This is an optimization exercise on Yosys and OpenROAD, whose aim is small area, a short achievable clock period and few clock cycles, not a production implementation.
At most, simulation tests tie the RTL to the original design; equivalence was not proved.
Power and IR drop assume default switching activity.

==> inputs of job 7522 <==
==> flow/design.v (excerpt) <==
module kw26_core (
    input  wire        clk,
    input  wire        rst,           
    input  wire        cmd_valid,
    output wire        cmd_ready,
    input  wire [99:0] cmd,
    output reg         out_valid,
    output reg  [7:0]  out_data,
    output reg         resp_valid,
    output reg  [3:0]  resp_status
);
    localparam [3:0] OP_KEY_LOAD   = 4'h1,
                     OP_KS_STEP    = 4'h2,
                     OP_KS_ADVANCE = 4'h3,
                     OP_KS_PEEK    = 4'h4,
                     OP_MSG_START  = 4'h5,
                     OP_ENC        = 4'h6,
                     OP_DEC        = 4'h7;
    localparam [3:0] ST_OK        = 4'd0,
                     ST_INVKEY    = 4'd1,
                     ST_ENCODING  = 4'd3,
                     ST_ILLEGAL   = 4'd4,
                     ST_SEQUENCE  = 4'd5;
    localparam [4:0] CODE_LTRS = 5'd31,
                     CODE_FIGS = 5'd27;
    function [30:0] fstep_a(input [30:0] s);    
        fstep_a = {s[29:0], s[30] ^ s[2]};
    endfunction
  ...
export LEC_CHECK = 0
export CAP_MARGIN = 20
export CORE_MARGIN = 2
export CORE_UTILIZATION = 50
export PLACE_DENSITY = 0.7
export SETUP_SLACK_MARGIN = 5
export SLEW_MARGIN = 20
create_clock -name core_clock -period 8.0 [get_ports {clk}]
run.sh (not shown) runs the stock make flow with config.mk's settings and CLKGATE_MAP_FILE= SYNTH_SCRIPT=/design/flow/synth_recipe.tcl, a recipe that flattens the netlist after the stock synthesis.
==> inputs of job 1663, as changes to job 7522 <==
--- a/flow/design.v
+++ b/flow/design.v
@@ -580,12 +580,52 @@
         else if (m_step && !f_step)
             ks5 <= {ks5[3:0], ks5_n5[4]};
         else if ((m_enc && !f_enc) || m_grp2 || (m_dec && !f_dec))
             ks5 <= ks5_n5;
         else if (m_adv || m_adlast)
             ks5 <= ks5_ra;
+        c_bad     <= !(o_key || o_step || o_adv || o_peek || o_msg || o_enc || o_dec);
+        c_key     <= o_key;
+        c_step    <= o_step;
+        c_peek    <= o_peek;
+        c_msg     <= o_msg;
+        c_enc     <= o_enc;
+        c_dec     <= o_dec;
+        e_seq     <= seq_err;
+        e_zhi     <= z_hi;
+        e_zmid    <= z_mid;
+        e_zlo3    <= z_lo3;
+        e_zlo5    <= z_lo5;
+        e_ka      <= (seed_a != 32'd0);
+        e_kb      <= (seed_b != 32'd0);
+        e_kc      <= (seed_c != 32'd0);
+        e_kr      <= !seed_a[31] && (seed_b[31:29] == 3'd0) && (seed_c[31:23] == 9'd0);
+        e_inl     <= enc[6];
+        e_inf     <= enc[5];
+        p_first   <= take;
+        peek_last <= take ? peek_one : (scr[31:0] == 32'd2);
+        if (m_peek)
+            out_data <= {7'd0, z_peek};
+        else if (m_step)
+            out_data <= {7'd0, ks5[4]};
+        else if (m_dec)
+            out_data <= shift ? tab_figs(dsym) : tab_ltrs(dsym);
+        else if (m_enc && !enc_one)
+            out_data <= {3'd0, (shift ? CODE_LTRS : CODE_FIGS) ^ ks5};
+        else
+            out_data <= {3'd0, e_sym ^ ks5};
+        dg_a  <= nx_dg_a;
+        car_a <= take ? 0 : nx_car_a;
+        raw_a <= take ? 0 : raw_nx_a;
+        dg_b  <= nx_dg_b;
+        car_b <= take ? 0 : nx_car_b;
+        raw_b <= take ? 0 : raw_nx_b;
+        dg_c  <= nx_dg_c;
+        car_c <= take ? 0 : nx_car_c;
+        raw_c <= take ? 0 : raw_nx_c;
+        acnt <= take ? 5'd0 : acnt + 5'd1;
         if (rst) begin
             rdy        <= 1'b1;
             keyed      <= 1'b0;
             shift      <= 1'b0;
             out_valid  <= 1'b0;
             resp_valid <= 1'b0;
@@ -617,13 +657,12 @@
                     resp_status <= ST_ILLEGAL;
                 end else begin
                     ra        <= step_a(ra);
                     rb        <= step_b(rb);
                     rc        <= step_c(rc);
                     out_valid <= 1'b1;
-                    out_data  <= {7'd0, ks5[4]};
                 end
             end
             if (((m_enc && !f_enc) || m_grp2 || (m_dec && !f_dec))) begin
                 ra <= step5_a(ra);
                 rb <= step5_b(rb);
                 rc <= step5_c(rc);
@@ -632,79 +671,62 @@
                 m_enc     <= 1'b0;
                 if (f_enc) begin
                     resp_valid  <= 1'b1;
                     resp_status <= (e_zhi || e_zmid) ? ST_ILLEGAL : ST_ENCODING;
                 end else if (enc_one) begin
                     out_valid  <= 1'b1;
-                    out_data   <= {3'd0, e_sym ^ ks5};
                     resp_valid <= 1'b1;
                 end else begin
                     out_valid <= 1'b1;
-                    out_data  <= {3'd0, (shift ? CODE_LTRS : CODE_FIGS) ^ ks5};
                     m_grp2    <= 1'b1;
                 end
             end
             if (m_grp2) begin
                 out_valid  <= 1'b1;
-                out_data   <= {3'd0, e_sym ^ ks5};
                 resp_valid <= 1'b1;
                 m_grp2     <= 1'b0;
             end
             if (m_dec) begin
                 resp_valid <= 1'b1;
                 m_dec      <= 1'b0;
                 if (f_dec) begin
                     resp_status <= ST_ILLEGAL;
                 end else if (dsym != CODE_LTRS && dsym != CODE_FIGS) begin
                     out_valid <= 1'b1;
-                    out_data  <= shift ? tab_figs(dsym) : tab_ltrs(dsym);
                 end
             end
             if (m_peek) begin
-                p_first   <= 1'b0;
-                peek_last <= (nreg[31:0] == 32'd2);
                 if (f_peek) begin
                     resp_valid  <= 1'b1;
                     resp_status <= ST_ILLEGAL;
                     m_peek      <= 1'b0;
                 end else begin
                     out_valid <= 1'b1;
-                    out_data  <= {7'd0, z_peek};
                     if (peek_last) begin
                         resp_valid <= 1'b1;
                         m_peek     <= 1'b0;
                     end
                 end
             end
             if (m_adv) begin
-                acnt <= acnt + 5'd1;
-                dg_a  <= nx_dg_a;
-                raw_a <= raw_nx_a;
-                car_a <= nx_car_a;
                 if (acnt < 5'd2)
                     ra <= ra;
                 else if (acnt < 5'd17)
                     ra <= st_a_2;
                 else if (acnt == 5'd17)
                     ra <= st_a_1;
                 else if (car_a != 0)
                     ra <= step_a(ra);
-                dg_b  <= nx_dg_b;
-                raw_b <= raw_nx_b;
-                car_b <= nx_car_b;
                 if (acnt < 5'd2)
                     rb <= rb;
                 else if (acnt < 5'd16)
                     rb <= st_b_2;
                 else if (acnt == 5'd16)
                     rb <= st_b_1;
                 else if (car_b != 0)
                     rb <= step_b(rb);
-                dg_c  <= nx_dg_c;
-                raw_c <= raw_nx_c;
-                car_c <= nx_car_c;
                 if (acnt < 5'd2)
                     rc <= rc;
                 else if (acnt < 5'd13)
                     rc <= st_c_2;
                 else if (acnt == 5'd13)
                     rc <= st_c_1;
@@ -717,40 +739,13 @@
             end
             if (m_adlast) begin
                 resp_valid <= 1'b1;
                 m_adlast   <= 1'b0;
             end
             if (take) begin
-                c_bad    <= !(o_key || o_step || o_adv || o_peek || o_msg || o_enc || o_dec);
-                c_key    <= o_key;
-                c_step   <= o_step;
-                c_peek   <= o_peek;
-                c_msg    <= o_msg;
-                c_enc    <= o_enc;
-                c_dec    <= o_dec;
-                e_seq    <= seq_err;
-                e_zhi    <= z_hi;
-                e_zmid   <= z_mid;
-                e_zlo3   <= z_lo3;
-                e_zlo5   <= z_lo5;
-                e_ka     <= (seed_a != 32'd0);
-                e_kb     <= (seed_b != 32'd0);
-                e_kc     <= (seed_c != 32'd0);
-                e_kr     <= !seed_a[31] && (seed_b[31:29] == 3'd0) && (seed_c[31:23] == 9'd0);
-                p_first  <= 1'b1;
-                peek_last <= peek_one;
-                e_sym    <= o_enc ? enc[4:0] : arg[4:0];
-                e_inl    <= enc[6];
-                e_inf    <= enc[5];
-                acnt     <= 5'd0;
-                car_a    <= 0;
-                raw_a    <= 0;
-                car_b    <= 0;
-                raw_b    <= 0;
-                car_c    <= 0;
-                raw_c    <= 0;
+                e_sym  <= o_enc ? enc[4:0] : arg[4:0];
                 m_resp <= !(x_step || x_enc || x_dec || x_peek || x_adv);
                 m_step <= x_step;
                 m_enc  <= x_enc;
                 m_dec  <= x_dec;
                 m_peek <= x_peek;
                 m_adv  <= x_adv;
==> inputs of job 4700, as changes to job 7522 <==
--- a/flow/design.v
+++ b/flow/design.v
@@ -580,12 +580,52 @@
         else if (m_step && !f_step)
             ks5 <= {ks5[3:0], ks5_n5[4]};
         else if ((m_enc && !f_enc) || m_grp2 || (m_dec && !f_dec))
             ks5 <= ks5_n5;
         else if (m_adv || m_adlast)
             ks5 <= ks5_ra;
+        c_bad     <= !(o_key || o_step || o_adv || o_peek || o_msg || o_enc || o_dec);
+        c_key     <= o_key;
+        c_step    <= o_step;
+        c_peek    <= o_peek;
+        c_msg     <= o_msg;
+        c_enc     <= o_enc;
+        c_dec     <= o_dec;
+        e_seq     <= seq_err;
+        e_zhi     <= z_hi;
+        e_zmid    <= z_mid;
+        e_zlo3    <= z_lo3;
+        e_zlo5    <= z_lo5;
+        e_ka      <= (seed_a != 32'd0);
+        e_kb      <= (seed_b != 32'd0);
+        e_kc      <= (seed_c != 32'd0);
+        e_kr      <= !seed_a[31] && (seed_b[31:29] == 3'd0) && (seed_c[31:23] == 9'd0);
+        e_inl     <= enc[6];
+        e_inf     <= enc[5];
+        p_first   <= take;
+        peek_last <= take ? peek_one : (scr[31:0] == 32'd2);
+        if (m_peek)
+            out_data <= {7'd0, z_peek};
+        else if (m_step)
+            out_data <= {7'd0, ks5[4]};
+        else if (m_dec)
+            out_data <= shift ? tab_figs(dsym) : tab_ltrs(dsym);
+        else if (m_enc && !enc_one)
+            out_data <= {3'd0, (shift ? CODE_LTRS : CODE_FIGS) ^ ks5};
+        else
+            out_data <= {3'd0, e_sym ^ ks5};
+        dg_a  <= nx_dg_a;
+        car_a <= take ? 0 : nx_car_a;
+        raw_a <= take ? 0 : raw_nx_a;
+        dg_b  <= nx_dg_b;
+        car_b <= take ? 0 : nx_car_b;
+        raw_b <= take ? 0 : raw_nx_b;
+        dg_c  <= nx_dg_c;
+        car_c <= take ? 0 : nx_car_c;
+        raw_c <= take ? 0 : raw_nx_c;
+        acnt <= take ? 5'd0 : acnt + 5'd1;
         if (rst) begin
             rdy        <= 1'b1;
             keyed      <= 1'b0;
             shift      <= 1'b0;
             out_valid  <= 1'b0;
             resp_valid <= 1'b0;
@@ -617,13 +657,12 @@
                     resp_status <= ST_ILLEGAL;
                 end else begin
                     ra        <= step_a(ra);
                     rb        <= step_b(rb);
                     rc        <= step_c(rc);
                     out_valid <= 1'b1;
-                    out_data  <= {7'd0, ks5[4]};
                 end
             end
             if (((m_enc && !f_enc) || m_grp2 || (m_dec && !f_dec))) begin
                 ra <= step5_a(ra);
                 rb <= step5_b(rb);
                 rc <= step5_c(rc);
@@ -632,79 +671,62 @@
                 m_enc     <= 1'b0;
                 if (f_enc) begin
                     resp_valid  <= 1'b1;
                     resp_status <= (e_zhi || e_zmid) ? ST_ILLEGAL : ST_ENCODING;
                 end else if (enc_one) begin
                     out_valid  <= 1'b1;
-                    out_data   <= {3'd0, e_sym ^ ks5};
                     resp_valid <= 1'b1;
                 end else begin
                     out_valid <= 1'b1;
-                    out_data  <= {3'd0, (shift ? CODE_LTRS : CODE_FIGS) ^ ks5};
                     m_grp2    <= 1'b1;
                 end
             end
             if (m_grp2) begin
                 out_valid  <= 1'b1;
-                out_data   <= {3'd0, e_sym ^ ks5};
                 resp_valid <= 1'b1;
                 m_grp2     <= 1'b0;
             end
             if (m_dec) begin
                 resp_valid <= 1'b1;
                 m_dec      <= 1'b0;
                 if (f_dec) begin
                     resp_status <= ST_ILLEGAL;
                 end else if (dsym != CODE_LTRS && dsym != CODE_FIGS) begin
                     out_valid <= 1'b1;
-                    out_data  <= shift ? tab_figs(dsym) : tab_ltrs(dsym);
                 end
             end
             if (m_peek) begin
-                p_first   <= 1'b0;
-                peek_last <= (nreg[31:0] == 32'd2);
                 if (f_peek) begin
                     resp_valid  <= 1'b1;
                     resp_status <= ST_ILLEGAL;
                     m_peek      <= 1'b0;
                 end else begin
                     out_valid <= 1'b1;
-                    out_data  <= {7'd0, z_peek};
                     if (peek_last) begin
                         resp_valid <= 1'b1;
                         m_peek     <= 1'b0;
                     end
                 end
             end
             if (m_adv) begin
-                acnt <= acnt + 5'd1;
-                dg_a  <= nx_dg_a;
-                raw_a <= raw_nx_a;
-                car_a <= nx_car_a;
                 if (acnt < 5'd2)
                     ra <= ra;
                 else if (acnt < 5'd17)
                     ra <= st_a_2;
                 else if (acnt == 5'd17)
                     ra <= st_a_1;
                 else if (car_a != 0)
                     ra <= step_a(ra);
-                dg_b  <= nx_dg_b;
-                raw_b <= raw_nx_b;
-                car_b <= nx_car_b;
                 if (acnt < 5'd2)
                     rb <= rb;
                 else if (acnt < 5'd16)
                     rb <= st_b_2;
                 else if (acnt == 5'd16)
                     rb <= st_b_1;
                 else if (car_b != 0)
                     rb <= step_b(rb);
-                dg_c  <= nx_dg_c;
-                raw_c <= raw_nx_c;
-                car_c <= nx_car_c;
                 if (acnt < 5'd2)
                     rc <= rc;
                 else if (acnt < 5'd13)
                     rc <= st_c_2;
                 else if (acnt == 5'd13)
                     rc <= st_c_1;
@@ -717,40 +739,13 @@
             end
             if (m_adlast) begin
                 resp_valid <= 1'b1;
                 m_adlast   <= 1'b0;
             end
             if (take) begin
-                c_bad    <= !(o_key || o_step || o_adv || o_peek || o_msg || o_enc || o_dec);
-                c_key    <= o_key;
-                c_step   <= o_step;
-                c_peek   <= o_peek;
-                c_msg    <= o_msg;
-                c_enc    <= o_enc;
-                c_dec    <= o_dec;
-                e_seq    <= seq_err;
-                e_zhi    <= z_hi;
-                e_zmid   <= z_mid;
-                e_zlo3   <= z_lo3;
-                e_zlo5   <= z_lo5;
-                e_ka     <= (seed_a != 32'd0);
-                e_kb     <= (seed_b != 32'd0);
-                e_kc     <= (seed_c != 32'd0);
-                e_kr     <= !seed_a[31] && (seed_b[31:29] == 3'd0) && (seed_c[31:23] == 9'd0);
-                p_first  <= 1'b1;
-                peek_last <= peek_one;
-                e_sym    <= o_enc ? enc[4:0] : arg[4:0];
-                e_inl    <= enc[6];
-                e_inf    <= enc[5];
-                acnt     <= 5'd0;
-                car_a    <= 0;
-                raw_a    <= 0;
-                car_b    <= 0;
-                raw_b    <= 0;
-                car_c    <= 0;
-                raw_c    <= 0;
+                e_sym  <= o_enc ? enc[4:0] : arg[4:0];
                 m_resp <= !(x_step || x_enc || x_dec || x_peek || x_adv);
                 m_step <= x_step;
                 m_enc  <= x_enc;
                 m_dec  <= x_dec;
                 m_peek <= x_peek;
                 m_adv  <= x_adv;
Settings changed: CORE_UTILIZATION 50 to 55, PLACE_DENSITY 0.7 to 0.72.
==> comparison table <==
Well tap count: job 4700 672; job 1663 748; job 7522 756
Clock Pin Slew Worst Setup and Hold Paths: job 4700 70 ps; job 1663 60 ps; job 7522 60 ps
Seq pwr share: job 4700 35.2%; job 1663 35.5%; job 7522 40.1%
Die Footprint: job 4700 52700 um2; job 1663 57900 um2; job 7522 58500 um2
Setup skew after layout: job 4700 52.4 ps; job 1663 27.0 ps; job 7522 55.1 ps
Vertical die dimension: job 4700 230 um; job 1663 241 um; job 7522 242 um
Placeable core area: job 4700 50200 um2; job 1663 55200 um2; job 7522 56200 um2
Post-detail-place hpwl: job 4700 71000 um; job 1663 68900 um; job 7522 73400 um
Worst Setup Slack, final: job 4700 4990 ps; job 1663 4950 ps; job 7522 4970 ps
Share of the final layout cell area in multi-input gates: job 4700 55.8%; job 1663 55.9%; job 7522 53.3%
Post-DP Area: job 4700 29300 um2; job 1663 29300 um2; job 7522 29800 um2
Gpl congestion: job 4700 0.974; job 1663 0.958; job 7522 0.968
Number of instances resized during post-cts repair: job 4700 159; job 1663 148; job 7522 220
Area of the mapped netlist: job 4700 28000 um2; job 1663 28000 um2; job 7522 28300 um2
Sequential Area: job 4700 9230 um2; job 1663 9220 um2; job 7522 9780 um2
Top layer used by detailed routing: job 4700 met5; job 1663 met4; job 7522 met4
Outcome: job 4700 timing/DRC/antenna clean; job 1663 timing/DRC/antenna clean; job 7522 timing/DRC/antenna clean
Testbench counts of job 1663, summed over its fixed seeds: cycles 1,227.
Testbench counts of job 4700, summed over its fixed seeds: cycles 1,227.
Only the layout flow was run in job 7522; the RTL was not checked for function there.

[afterwards: timing with drivers on the ports]
In the flow no input, the clock included, has a driving cell. The finished layouts below were timed again as built, in two steps.
Step 1, drivers: a clkbuf_16 drives clk and a buf_2 each remaining input, both assumed.
Step 2, shift: input delay + t, output delay - t, t = (earliest + latest rising clock arrival at the registers) / 2. This alone moves slack from input paths to output paths.
Slacks: no drivers / after step 1 / after step 2; pairs: no drivers / after step 1.
| run | t, ns | setup WS [ns] | clock arrival spread, ns | worst data-port slew with drivers (ns) | cell pins on the clock port's net |
|---|---|---|---|---|---|
| job 7522 | 0.658 | 4.967 / 4.986 / 4.346 | 0.061 / 0.061 | 0.05 | 1 |
| job 1663 | 0.656 | 4.950 / 4.980 / 4.331 | 0.030 / 0.030 | 0.09 | 1 |
| job 4700 | 0.666 | 4.988 / 4.972 / 4.349 | 0.053 / 0.053 | 0.08 | 1 |
After both steps every run listed still meets setup and hold. The setup slack of job 4700, which loses most, moves by -0.016 ns with the drivers and by -0.639 ns with both steps.
